From an optimization exercise on the open Yosys and OpenROAD flow, aimed at small area and few clock cycles; shortcuts taken in it are not production practice. In this exercise RTL edits were held to simulation tests only and were not proved equivalent to the original. The clock port is modelled as an ideal driver, which makes a skipped or thinned clock tree look cheaper than it is; a real chip needs a root buffer or a tree. Power figures rest on the tool's default switching activity, not on a simulated workload.

==> job 5292 <==
==> flow/design.v <==
module tacws (
    input  wire        clk,
    input  wire        rst,           
    input  wire        cmd_valid,
    output wire        cmd_ready,
    input  wire [47:0] cmd_word,
    output wire        rsp_valid,
    output wire [1:0]  rsp_status,
    output wire [15:0] rsp_data,
    output wire        bus_valid,
    output wire        bus_we,
    output wire [2:0]  bus_addr,
    output wire [15:0] bus_wdata,
    input  wire        bus_ready,
    input  wire [15:0] bus_rdata
);
    reg        busy;
    reg [3:0]  k;         
    reg        line;      
    reg        s;         
    reg        p;         
    reg        ie;        
    reg [1:0]  ch;        
    reg [2:0]  om;        
    reg [1:0]  lm;        
    reg [15:0] a;         
    reg [15:0] b;         
    wire [3:0] n_op = cmd_word[47:44];
    wire       n_p  = cmd_word[43];
    wire [1:0] n_ch = cmd_word[42:41];
    wire o_apply  = (n_op == 4'h1);
    wire o_chan   = (n_op == 4'h2);
    wire o_pwm    = (n_op == 4'h3);
    wire o_startm = (n_op == 4'h5);
    wire o_stop   = (n_op == 4'h6);
    wire o_getcnt = (n_op == 4'h7);
    wire o_rstcnt = (n_op == 4'h8);
    wire o_setper = (n_op == 4'h9);
    wire o_setdut = (n_op == 4'hA);
    wire o_getcc  = (n_op == 4'hB);
    wire n_illegal = (n_op == 4'h0) || (n_op >= 4'hC);
    wire n_nocfg   = (o_apply || o_chan || o_pwm) && !n_p;
    wire n_badch   = (o_chan || o_pwm || o_setdut || o_getcc) && (n_ch == 2'd3);
    wire [1:0] n_status = n_illegal ? 2'd3 : n_nocfg ? 2'd1 : n_badch ? 2'd2 : 2'd0;
    wire n_none    = n_illegal || n_nocfg || (n_badch && !o_pwm);
    wire n_line = o_chan || o_setdut || o_getcc;
    wire [3:0] n_k = (o_getcnt || o_getcc)           ? 4'd11 :
                     (o_setper || o_setdut || o_pwm) ? 4'd10 :
                     o_rstcnt                        ? 4'd2  : 4'd0;
    wire n_ie = o_apply ? cmd_word[36] : o_chan ? cmd_word[37] : o_stop;
    wire k9   = k[3] & ~k[1] & k[0];
    wire k10  = k[3] & k[1] & ~k[0];
    wire k11  = k[3] & k[1] & k[0];
    wire ld   = ~bus_we;
    wire last = k11 | (k10 & ~p) | (~line & s & ~k[3] & ~k[1] & k[0]);
    wire ch_ok = (ch != 2'd3);
    wire t0 = ~line & (k == 4'd0);
    wire t2 = ~line & (k == 4'd2);
    wire t4 = ~line & (k == 4'd4);
    wire t6 = ~line & (k == 4'd6);
    wire t8 = ~line & (k == 4'd8);
    wire c0 =  line & (k == 4'd0);
    wire c2 =  line & (k == 4'd2);
    wire c4 =  line & (k == 4'd4);
    wire c6 =  line & (k == 4'd6);
    wire c8 =  line & (k == 4'd8);
    wire [1:0] mv = lm & {2{s & ~ie}};     
    reg [15:0] keep, val;
    always @(*) begin
        keep = 16'hFFFF;
        val  = 16'h0000;
        if (t4 | c8)  keep[0] = 1'b0;
        if (t8 | c8)  keep[1] = 1'b0;
        if (t8)       val[1]  = ie;
        if (t2)       begin keep[2] = 1'b0; val[2] = 1'b1; end
        if (t0 | t6 | c6) keep[4] = 1'b0;
        if (t0)       val[4] = mv[0];
        if (t6)       val[4] = lm[0];
        if (c6)       val[4] = ie;
        if (t0 | t6 | c4) keep[5] = 1'b0;
        if (t0)       val[5] = mv[1];
        if (t6)       val[5] = lm[1];
        if (c4)       val[5] = om[0];
        if (t6 | c4)  begin keep[7:6] = 2'b00; val[7:6] = om[2:1]; end
        if (t6 | c0)  keep[8] = 1'b0;
        if (t6)       begin keep[9] = 1'b0; val[9:8] = ch; end
        if (c2)       keep[15:10] = 6'b0;
    end
    assign cmd_ready  = ~busy;
    assign rsp_valid  = ~busy & ~k[3];
    assign rsp_status = k[1:0];
    assign rsp_data   = a;
    assign bus_valid  = busy;
    assign bus_we     = k[0] ^ (k[3] & k[1]);
    assign bus_addr   = {line ? ch + 2'd1 : {1'b0, k10}, k[3] & k[1]};
    assign bus_wdata  = a;
    wire accept = ~busy & cmd_valid;
    wire step   = busy & bus_ready;
    always @(posedge clk)
        b <= ({16{~busy & o_pwm}} & cmd_word[15:0])
           | ({16{~busy & ~o_pwm}} & cmd_word[31:16])
           | ({16{busy}} & b);
    always @(posedge clk) begin
        if (~busy) begin
            line <= n_line;
            s    <= ~o_apply;
            p    <= o_pwm;
            ie   <= n_ie;
            ch   <= n_ch;
            om   <= cmd_word[40:38];
        end else if (step & k10 & p) begin
            line <= ~line & ch_ok;
        end
    end
    wire sel_cmd = accept & ~n_none;
    wire sel_u   = busy & ld;
    wire sel_b   = step & k9;
    wire a_hold  = ~(accept | sel_u | sel_b | (step & last));
    always @(posedge clk)
        a <= ({16{sel_cmd}} & cmd_word[31:16])
           | ({16{sel_u}} & ((bus_rdata & keep) | val))
           | ({16{sel_b}} & b)
           | ({16{a_hold}} & a);
    always @(posedge clk) begin
        if (rst) begin
            busy <= 1'b0;
            k[3] <= 1'b1;
            lm   <= 2'd0;
        end else if (accept) begin
            if (n_none) begin
                k <= {2'b00, n_status};
            end else begin
                busy <= 1'b1;
                k    <= n_k;
            end
            if ((o_apply && n_p) || o_startm)
                lm <= cmd_word[38:37];
            if (o_pwm && n_p)
                lm <= 2'd1;
        end else if (step) begin
            if (last) begin
                busy <= 1'b0;
                k    <= {2'b00, p & ~ch_ok, 1'b0};
            end else if (k10 & p) begin
                k <= 4'd0;
            end else begin
                k <= k + 4'd1;
            end
        end
    end
endmodule
==> flow/flow/run.sh <==
#!/bin/bash
# ORFS layout through the standard.sh, with these changes:
#  - the ABC mapping script (abc_map.script) maps for area: two rounds of
#    choice-based mapping after fraig/scorr/dc2, and none of ABC's
#    buffering or upsizing (the design has timing slack to spare);
#  - the port buffers are plain buf_1 cells;
set -u
W=$(pwd)
rm -rf "$W/scripts_copy"
cp -r "$FLOW_HOME/scripts" "$W/scripts_copy"
cp "$W/flow/abc_map.script" "$W/scripts_copy/abc_speed.script"
CTS="-sink_clustering_enable -repair_clock_nets -dont_use_dummy_load -buf_list sky130_fd_sc_hd__clkbuf_8"
export BUFFER_PORTS_ARGS="-buffer_cell sky130_fd_sc_hd__buf_1"
export CTS_ARGS="$CTS"
export POST_CTS_TCL="$W/flow/post_cts.tcl"
bash standard.sh "SCRIPTS_DIR=$W/scripts_copy" "CTS_ARGS=$CTS" "POST_CTS_TCL=$W/flow/post_cts.tcl" \
  "BUFFER_PORTS_ARGS=-buffer_cell sky130_fd_sc_hd__buf_1" finish > standard_flow.log 2>&1
==> flow/flow/abc_map.script <==
strash
&get -n
&fraig -x
&put
scorr
dc2
strash
&get -n
&dch -f
&nf -R 1000
&put
strash
&get -n
&dch -f
&nf -R 1000
&put
topo
stime -c
dnsize -c
==> flow/flow/post_cts.tcl <==
set block [ord::get_db_block]
set db [ord::get_db]
set clknet [$block findNet clk]
set roots {}
foreach it [$clknet getITerms] {
  set inst [$it getInst]
  if {[string match "sky130_fd_sc_hd__clkbuf*" [[$inst getMaster] getName]]} { lappend roots $inst }
}
if {[llength $roots] == 1} {
  set root [lindex $roots 0]
  set rootnet [[$root findITerm X] getNet]
  set leaves {}
  foreach it [$rootnet getITerms] {
    if {[$it getInst] ne $root} { lappend leaves $it }
  }
  if {[llength $leaves] <= 4} {
    foreach it $leaves {
      $it disconnect
      $it connect $clknet
    }
    odb::dbInst_destroy $root
    odb::dbNet_destroy $rootnet
    foreach it $leaves {
      [$it getInst] swapMaster [$db findMaster sky130_fd_sc_hd__buf_6]
    }
    puts "post_cts: removed the root clock buffer; clk drives [llength $leaves] buf_6 leaves"
  } else {
    puts "post_cts: root drives [llength $leaves] pins; tree kept"
  }
} else {
  puts "post_cts: [llength $roots] buffers on clk; tree kept"
}
==> flow/standard.sh <==
#!/bin/bash
# synth_recipe.tcl (not shown) runs the flow's synth.tcl, then flattens the netlist and writes it again
# the make line also repeats each setting of config.mk as NAME=value (left out here)
make -C /OpenROAD-flow-scripts/flow DESIGN_CONFIG=/design/flow/config.mk WORK_HOME=/design/flow/orfs CLKGATE_MAP_FILE= SYNTH_SCRIPT=/design/flow/synth_recipe.tcl "${@:-finish}"
==> flow/config.mk <==
export PLATFORM = sky130hd
export DESIGN_NAME = tacws
export DESIGN_NICKNAME = tacws
export VERILOG_FILES = /design/flow/design.v
export SDC_FILE = /design/flow/constraint.sdc
export NUM_CORES = 4
export LEC_CHECK = 0
export CAP_MARGIN = 0
export CORE_MARGIN = 2
export CORE_UTILIZATION = 75
export SLEW_MARGIN = 0
==> flow/constraint.sdc <==
create_clock -name core_clock -period 6.0 [get_ports {clk}]
set_input_delay 1.2000 -clock core_clock [delete_from_list [all_inputs] [get_ports {clk}]]
set_output_delay 1.2000 -clock core_clock [all_outputs]
set_load 0.01 [all_outputs]
==> inputs of job 5263, as changes to job 5292 <==
==> flow/design.v, changed modules only <==
module tacws (
    input  wire        clk,
    input  wire        rst,           
    input  wire        cmd_valid,
    output wire        cmd_ready,
    input  wire [47:0] cmd_word,
    output wire        rsp_valid,
    output wire [1:0]  rsp_status,
    output wire [15:0] rsp_data,
    output wire        bus_valid,
    output wire        bus_we,
    output wire [2:0]  bus_addr,
    output wire [15:0] bus_wdata,
    input  wire        bus_ready,
    input  wire [15:0] bus_rdata
);
    reg        busy;
    reg [3:0]  k;         
    reg        line;      
    reg        s;         
    reg        p;         
    reg        ie;        
    reg [1:0]  ch;        
    reg [2:0]  om;        
    reg [1:0]  lm;        
    reg [15:0] tmp;       
    reg [15:0] dat;       
    wire [3:0] n_op = cmd_word[47:44];
    wire       n_p  = cmd_word[43];
    wire [1:0] n_ch = cmd_word[42:41];
    wire o_apply  = (n_op == 4'h1);
    wire o_chan   = (n_op == 4'h2);
    wire o_pwm    = (n_op == 4'h3);
    wire o_startm = (n_op == 4'h5);
    wire o_stop   = (n_op == 4'h6);
    wire o_getcnt = (n_op == 4'h7);
    wire o_rstcnt = (n_op == 4'h8);
    wire o_setper = (n_op == 4'h9);
    wire o_setdut = (n_op == 4'hA);
    wire o_getcc  = (n_op == 4'hB);
    wire n_illegal = (n_op == 4'h0) || (n_op >= 4'hC);
    wire n_nocfg   = (o_apply || o_chan || o_pwm) && !n_p;
    wire n_badch   = (o_chan || o_pwm || o_setdut || o_getcc) && (n_ch == 2'd3);
    wire [1:0] n_status = n_illegal ? 2'd3 : n_nocfg ? 2'd1 : n_badch ? 2'd2 : 2'd0;
    wire n_none    = n_illegal || n_nocfg || (n_badch && !o_pwm);
    wire n_line = o_chan || o_setdut || o_getcc;
    wire [3:0] n_k = (o_getcnt || o_getcc)           ? 4'd11 :
                     (o_setper || o_setdut || o_pwm) ? 4'd10 :
                     o_rstcnt                        ? 4'd2  : 4'd0;
    wire n_ie = o_apply ? cmd_word[36] : o_chan ? cmd_word[37] : o_stop;
    wire k10  = k[3] & k[1] & ~k[0];
    wire k11  = k[3] & k[1] & k[0];
    wire ld   = ~bus_we;
    wire last = k11 | (k10 & ~p) | (~line & s & ~k[3] & ~k[1] & k[0]);
    wire ch_ok = (ch != 2'd3);
    wire t0 = ~line & (k == 4'd0);
    wire t2 = ~line & (k == 4'd2);
    wire t4 = ~line & (k == 4'd4);
    wire t6 = ~line & (k == 4'd6);
    wire t8 = ~line & (k == 4'd8);
    wire c0 =  line & (k == 4'd0);
    wire c2 =  line & (k == 4'd2);
    wire c4 =  line & (k == 4'd4);
    wire c6 =  line & (k == 4'd6);
    wire c8 =  line & (k == 4'd8);
    wire [1:0] mv = lm & {2{s & ~ie}};
    reg [15:0] u;
    always @(*) begin
        u = bus_rdata;
        if (t4 | c8)  u[0] = 1'b0;
        if (t8)       u[1] = ie;
        if (c8)       u[1] = 1'b0;
        if (t2)       u[2] = 1'b1;
        if (t0)       u[5:4] = mv;
        if (t6)       u[5:4] = lm;
        if (c6)       u[4] = ie;
        if (c4)       u[5] = om[0];
        if (t6 | c4)  u[7:6] = om[2:1];
        if (t6)       u[9:8] = ch;
        if (c0)       u[8] = 1'b0;
        if (c2)       u[15:10] = 6'b0;
    end
    assign cmd_ready  = ~busy;
    assign rsp_valid  = ~busy & ~k[3];
    assign rsp_status = k[1:0];
    assign rsp_data   = tmp & {16{k[2]}};
    assign bus_valid  = busy;
    assign bus_we     = k[0] ^ (k[3] & k[1]);
    assign bus_addr   = {line ? ch + 2'd1 : {1'b0, k10}, k[3] & k[1]};
    assign bus_wdata  = k[0] ? tmp : dat;
    wire accept = ~busy & cmd_valid;
    wire step   = busy & bus_ready;
    always @(posedge clk) begin
        if (accept) begin
            line <= n_line;
            s    <= ~o_apply;
            p    <= o_pwm;
            ie   <= n_ie;
            ch   <= n_ch;
            om   <= cmd_word[40:38];
            dat  <= cmd_word[31:16];
            tmp  <= cmd_word[15:0];
        end else if (step) begin
            if (ld)
                tmp <= u;
            if (k10 & p) begin
                dat  <= tmp;
                line <= ~line & ch_ok;
            end
        end
    end
    always @(posedge clk) begin
        if (rst) begin
            busy <= 1'b0;
            k[3] <= 1'b1;
            lm   <= 2'd0;
        end else if (accept) begin
            if (n_none) begin
                k <= {2'b00, n_status};
            end else begin
                busy <= 1'b1;
                k    <= n_k;
            end
            if ((o_apply && n_p) || o_startm)
                lm <= cmd_word[38:37];
            if (o_pwm && n_p)
                lm <= 2'd1;
        end else if (step) begin
            if (last) begin
                busy <= 1'b0;
                k    <= {1'b0, k11, p & ~ch_ok, 1'b0};
            end else if (k10 & p) begin
                k <= 4'd0;
            end else begin
                k <= k + 4'd1;
            end
        end
    end
endmodule
==> flow/flow/run.sh (replaced) <==
#!/bin/bash
# ORFS layout through the standard.sh, with two changes:
#  - the ABC mapping script leaves out ABC's buffering and upsizing (the
#    design has timing slack to spare), so the mapping is smaller;
#  - the port buffers are plain buf_1 cells.
set -u
W=$(pwd)
rm -rf "$W/scripts_copy"
cp -r "$FLOW_HOME/scripts" "$W/scripts_copy"
cp "$W/flow/abc_map.script" "$W/scripts_copy/abc_speed.script"
export BUFFER_PORTS_ARGS="-buffer_cell sky130_fd_sc_hd__buf_1"
bash standard.sh "SCRIPTS_DIR=$W/scripts_copy" \
  "BUFFER_PORTS_ARGS=-buffer_cell sky130_fd_sc_hd__buf_1" finish > standard_flow.log 2>&1
==> flow/flow/abc_map.script (replaced) <==
&get -n
&st
&dch
&nf -R 1000
&st
&syn2
&if -g -K 6
&synch2
&nf -R 1000
&st
&syn2
&if -g -K 6
&synch2
&nf -R 1000
&st
&syn2
&if -g -K 6
&synch2
&nf -R 1000
&st
&syn2
&if -g -K 6
&synch2
&nf -R 1000
&st
&syn2
&if -g -K 6
&synch2
&nf -R 1000
&put
topo
stime -c
dnsize -c
Settings changed: CAP_MARGIN 0 to 20, CORE_UTILIZATION 75 to 40, CTS_BUF_LIST set to sky130_fd_sc_hd__clkbuf_8, SLEW_MARGIN 0 to 20.
removed: flow/flow/post_cts.tcl
==> inputs of job 7563, as changes to job 5292 <==
==> flow/design.v, changed modules only <==
module tacws (
    input  wire        clk,
    input  wire        rst,           
    input  wire        cmd_valid,
    output wire        cmd_ready,
    input  wire [47:0] cmd_word,
    output wire        rsp_valid,
    output wire [1:0]  rsp_status,
    output wire [15:0] rsp_data,
    output wire        bus_valid,
    output wire        bus_we,
    output wire [2:0]  bus_addr,
    output wire [15:0] bus_wdata,
    input  wire        bus_ready,
    input  wire [15:0] bus_rdata
);
    reg        busy;
    reg [3:0]  k;         
    reg        line;      
    reg        s;         
    reg        p;         
    reg        ie;        
    reg [1:0]  ch;        
    reg [2:0]  om;        
    reg [1:0]  lm;        
    reg [15:0] a;         
    reg [15:0] b;         
    wire [3:0] n_op = cmd_word[47:44];
    wire       n_p  = cmd_word[43];
    wire [1:0] n_ch = cmd_word[42:41];
    wire o_apply  = (n_op == 4'h1);
    wire o_chan   = (n_op == 4'h2);
    wire o_pwm    = (n_op == 4'h3);
    wire o_startm = (n_op == 4'h5);
    wire o_stop   = (n_op == 4'h6);
    wire o_getcnt = (n_op == 4'h7);
    wire o_rstcnt = (n_op == 4'h8);
    wire o_setper = (n_op == 4'h9);
    wire o_setdut = (n_op == 4'hA);
    wire o_getcc  = (n_op == 4'hB);
    wire n_illegal = (n_op == 4'h0) || (n_op >= 4'hC);
    wire n_nocfg   = (o_apply || o_chan || o_pwm) && !n_p;
    wire n_badch   = (o_chan || o_pwm || o_setdut || o_getcc) && (n_ch == 2'd3);
    wire [1:0] n_status = n_illegal ? 2'd3 : n_nocfg ? 2'd1 : n_badch ? 2'd2 : 2'd0;
    wire n_none    = n_illegal || n_nocfg || (n_badch && !o_pwm);
    wire n_line = o_chan || o_setdut || o_getcc;
    wire [3:0] n_k = (o_getcnt || o_getcc)           ? 4'd11 :
                     (o_setper || o_setdut || o_pwm) ? 4'd10 :
                     o_rstcnt                        ? 4'd2  : 4'd0;
    wire n_ie = o_apply ? cmd_word[36] : o_chan ? cmd_word[37] : o_stop;
    wire k9   = k[3] & ~k[1] & k[0];
    wire k10  = k[3] & k[1] & ~k[0];
    wire k11  = k[3] & k[1] & k[0];
    wire ld   = ~bus_we;
    wire last = k11 | (k10 & ~p) | (~line & s & ~k[3] & ~k[1] & k[0]);
    wire ch_ok = (ch != 2'd3);
    wire t0 = ~line & (k == 4'd0);
    wire t2 = ~line & (k == 4'd2);
    wire t4 = ~line & (k == 4'd4);
    wire t6 = ~line & (k == 4'd6);
    wire t8 = ~line & (k == 4'd8);
    wire c0 =  line & (k == 4'd0);
    wire c2 =  line & (k == 4'd2);
    wire c4 =  line & (k == 4'd4);
    wire c6 =  line & (k == 4'd6);
    wire c8 =  line & (k == 4'd8);
    wire [1:0] mv = lm & {2{s & ~ie}};
    reg [15:0] u;
    always @(*) begin
        u = bus_rdata;
        if (t4 | c8)  u[0] = 1'b0;
        if (t8)       u[1] = ie;
        if (c8)       u[1] = 1'b0;
        if (t2)       u[2] = 1'b1;
        if (t0)       u[5:4] = mv;
        if (t6)       u[5:4] = lm;
        if (c6)       u[4] = ie;
        if (c4)       u[5] = om[0];
        if (t6 | c4)  u[7:6] = om[2:1];
        if (t6)       u[9:8] = ch;
        if (c0)       u[8] = 1'b0;
        if (c2)       u[15:10] = 6'b0;
    end
    assign cmd_ready  = ~busy;
    assign rsp_valid  = ~busy & ~k[3];
    assign rsp_status = k[1:0];
    assign rsp_data   = a;
    assign bus_valid  = busy;
    assign bus_we     = k[0] ^ (k[3] & k[1]);
    assign bus_addr   = {line ? ch + 2'd1 : {1'b0, k10}, k[3] & k[1]};
    assign bus_wdata  = a;
    wire accept = ~busy & cmd_valid;
    wire step   = busy & bus_ready;
    always @(posedge clk) begin
        if (accept) begin
            line <= n_line;
            s    <= ~o_apply;
            p    <= o_pwm;
            ie   <= n_ie;
            ch   <= n_ch;
            om   <= cmd_word[40:38];
            b    <= o_pwm ? cmd_word[15:0] : cmd_word[31:16];
            a    <= n_none ? 16'h0000 : cmd_word[31:16];
        end else if (step) begin
            if (ld)
                a <= u;
            else if (k9)
                a <= b;
            else if (last)
                a <= 16'h0000;
            if (k10 & p)
                line <= ~line & ch_ok;
        end
    end
    always @(posedge clk) begin
        if (rst) begin
            busy <= 1'b0;
            k[3] <= 1'b1;
            lm   <= 2'd0;
        end else if (accept) begin
            if (n_none) begin
                k <= {2'b00, n_status};
            end else begin
                busy <= 1'b1;
                k    <= n_k;
            end
            if ((o_apply && n_p) || o_startm)
                lm <= cmd_word[38:37];
            if (o_pwm && n_p)
                lm <= 2'd1;
        end else if (step) begin
            if (last) begin
                busy <= 1'b0;
                k    <= {2'b00, p & ~ch_ok, 1'b0};
            end else if (k10 & p) begin
                k <= 4'd0;
            end else begin
                k <= k + 4'd1;
            end
        end
    end
endmodule
==> flow/flow/run.sh (replaced) <==
#!/bin/bash
# ORFS layout through the standard.sh, with these changes:
#  - the ABC mapping script leaves out ABC's buffering and upsizing (the
#    design has timing slack to spare), so the mapping is smaller;
#  - the port buffers are plain buf_1 cells;
#  - clock tree synthesis inserts no dummy loads.
set -u
W=$(pwd)
rm -rf "$W/scripts_copy"
cp -r "$FLOW_HOME/scripts" "$W/scripts_copy"
cp "$W/flow/abc_map.script" "$W/scripts_copy/abc_speed.script"
CTS="-sink_clustering_enable -repair_clock_nets -dont_use_dummy_load -buf_list sky130_fd_sc_hd__clkbuf_16 -sink_clustering_size 50 -sink_clustering_max_diameter 500"
export BUFFER_PORTS_ARGS="-buffer_cell sky130_fd_sc_hd__buf_1"
export CTS_ARGS="$CTS"
bash standard.sh "SCRIPTS_DIR=$W/scripts_copy" "CTS_ARGS=$CTS" \
  "BUFFER_PORTS_ARGS=-buffer_cell sky130_fd_sc_hd__buf_1" finish > standard_flow.log 2>&1
==> flow/flow/abc_map.script (replaced) <==
&get -n
&st
&dch
&nf -R 1000
&st
&syn2
&if -g -K 6
&synch2
&nf -R 1000
&st
&syn2
&if -g -K 6
&synch2
&nf -R 1000
&st
&syn2
&if -g -K 6
&synch2
&nf -R 1000
&st
&syn2
&if -g -K 6
&synch2
&nf -R 1000
&st
&syn2
&if -g -K 6
&synch2
&nf -R 1000
&put
topo
stime -c
dnsize -c
Settings changed: CAP_MARGIN 0 to 20, CORE_UTILIZATION 75 to 40, SLEW_MARGIN 0 to 20.
removed: flow/flow/post_cts.tcl
==> comparison table <==
| metric | job 7563 | job 5263 | job 5292 |
|---|---|---|---|
| Power density relative to cell area | 276 nW/um^2 | 242 nW/um^2 | 293 nW/um^2 |
| Start point of the worst hold path | lm[1] | busy | a[11] |
| Area fraction in compound gates after synthesis | 14.7% | 11.9% | 23.5% |
| Element type at the critical path end | output pin | output pin | flop |
| Clk pwr | 254 uW | 188 uW | 136 uW |
| Power share of the sequential group | 49.1% | 54.5% | 53.0% |
| Router iterations before antenna repair | 4 | 4 | 11 |
| Number of enable-type register cells in the synthesized netlist | 44 | 44 | 12 |
| Largest stage delay, worst path | 540 ps | 1050 ps | 970 ps |
| VDD IR-drop max | 0.000141 V | 0.0000720 V | 0.000202 V |
| Clk pin slew, worst setup/hold paths | 50 ps | 80 ps | 90 ps |
| Buffers inserted by post-CTS timing repair | 0 | 0 | - |
| Global routing met3 resource utilization | 3.27% | 3.71% | 8.01% |
| Worst Tran Pin Value | 1060 ps | 1050 ps | 1290 ps |
| Timing startpoint of the critical path | k[1] | k[0] | bus_ready |
| Power in sequential cells | 436 uW | 437 uW | 430 uW |
| Result of the run | no timing/DRC/antenna violations | no timing/DRC/antenna violations | no timing/DRC/antenna violations |
| Synthesized instance count | 251 | 283 | 265 |
| Nets | 421 | 468 | 434 |
| Non-clk buf share | 12.8% | 12.2% | 14.9% |
| Most frequent cell after synthesis | edfxtp_1 | nand2_1 | nand2_1 |
| Clock network fraction of total power | 28.7% | 23.5% | 16.8% |
Testbench counts of job 5292, summed over its fixed seeds: cycles 22,002.
Testbench counts of job 5263, summed over its fixed seeds: cycles 22,002.
Testbench counts of job 7563, summed over its fixed seeds: cycles 22,002.

[static timing again, ports no longer ideal]
In the flow no input, the clock included, has a driving cell. The finished layouts below were timed again as built, in two steps.
Step 1 (the two cells are an assumption about what drives the block):
set clk [get_ports {clk}]
set_driving_cell -lib_cell sky130_fd_sc_hd__clkbuf_16 $clk
set_driving_cell -lib_cell sky130_fd_sc_hd__buf_2 [delete_from_list [all_inputs] $clk]
Step 2, shift: input delay + t, output delay - t, t = (earliest + latest rising clock arrival at the registers) / 2. This alone moves slack from input paths to output paths.
Slacks: no drivers / after step 1 / after step 2; pairs: no drivers / after step 1.
| run | t (ns) | setup WS [ns] | clock arrival spread, ns |
|---|---|---|---|
| job 5292 | 0.172 | 2.436 / 2.469 / 2.297 | 0.013 / 0.012 |
| job 5263 | 0.328 | 2.406 / 2.377 / 2.287 | 0.006 / 0.007 |
| job 7563 | 0.309 | 2.699 / 2.668 / 2.794 | 0.010 / 0.010 |
After both steps every run listed still meets setup and hold. The setup slack of job 5292, which loses most, moves by +0.033 ns with the drivers and by -0.139 ns with both steps.
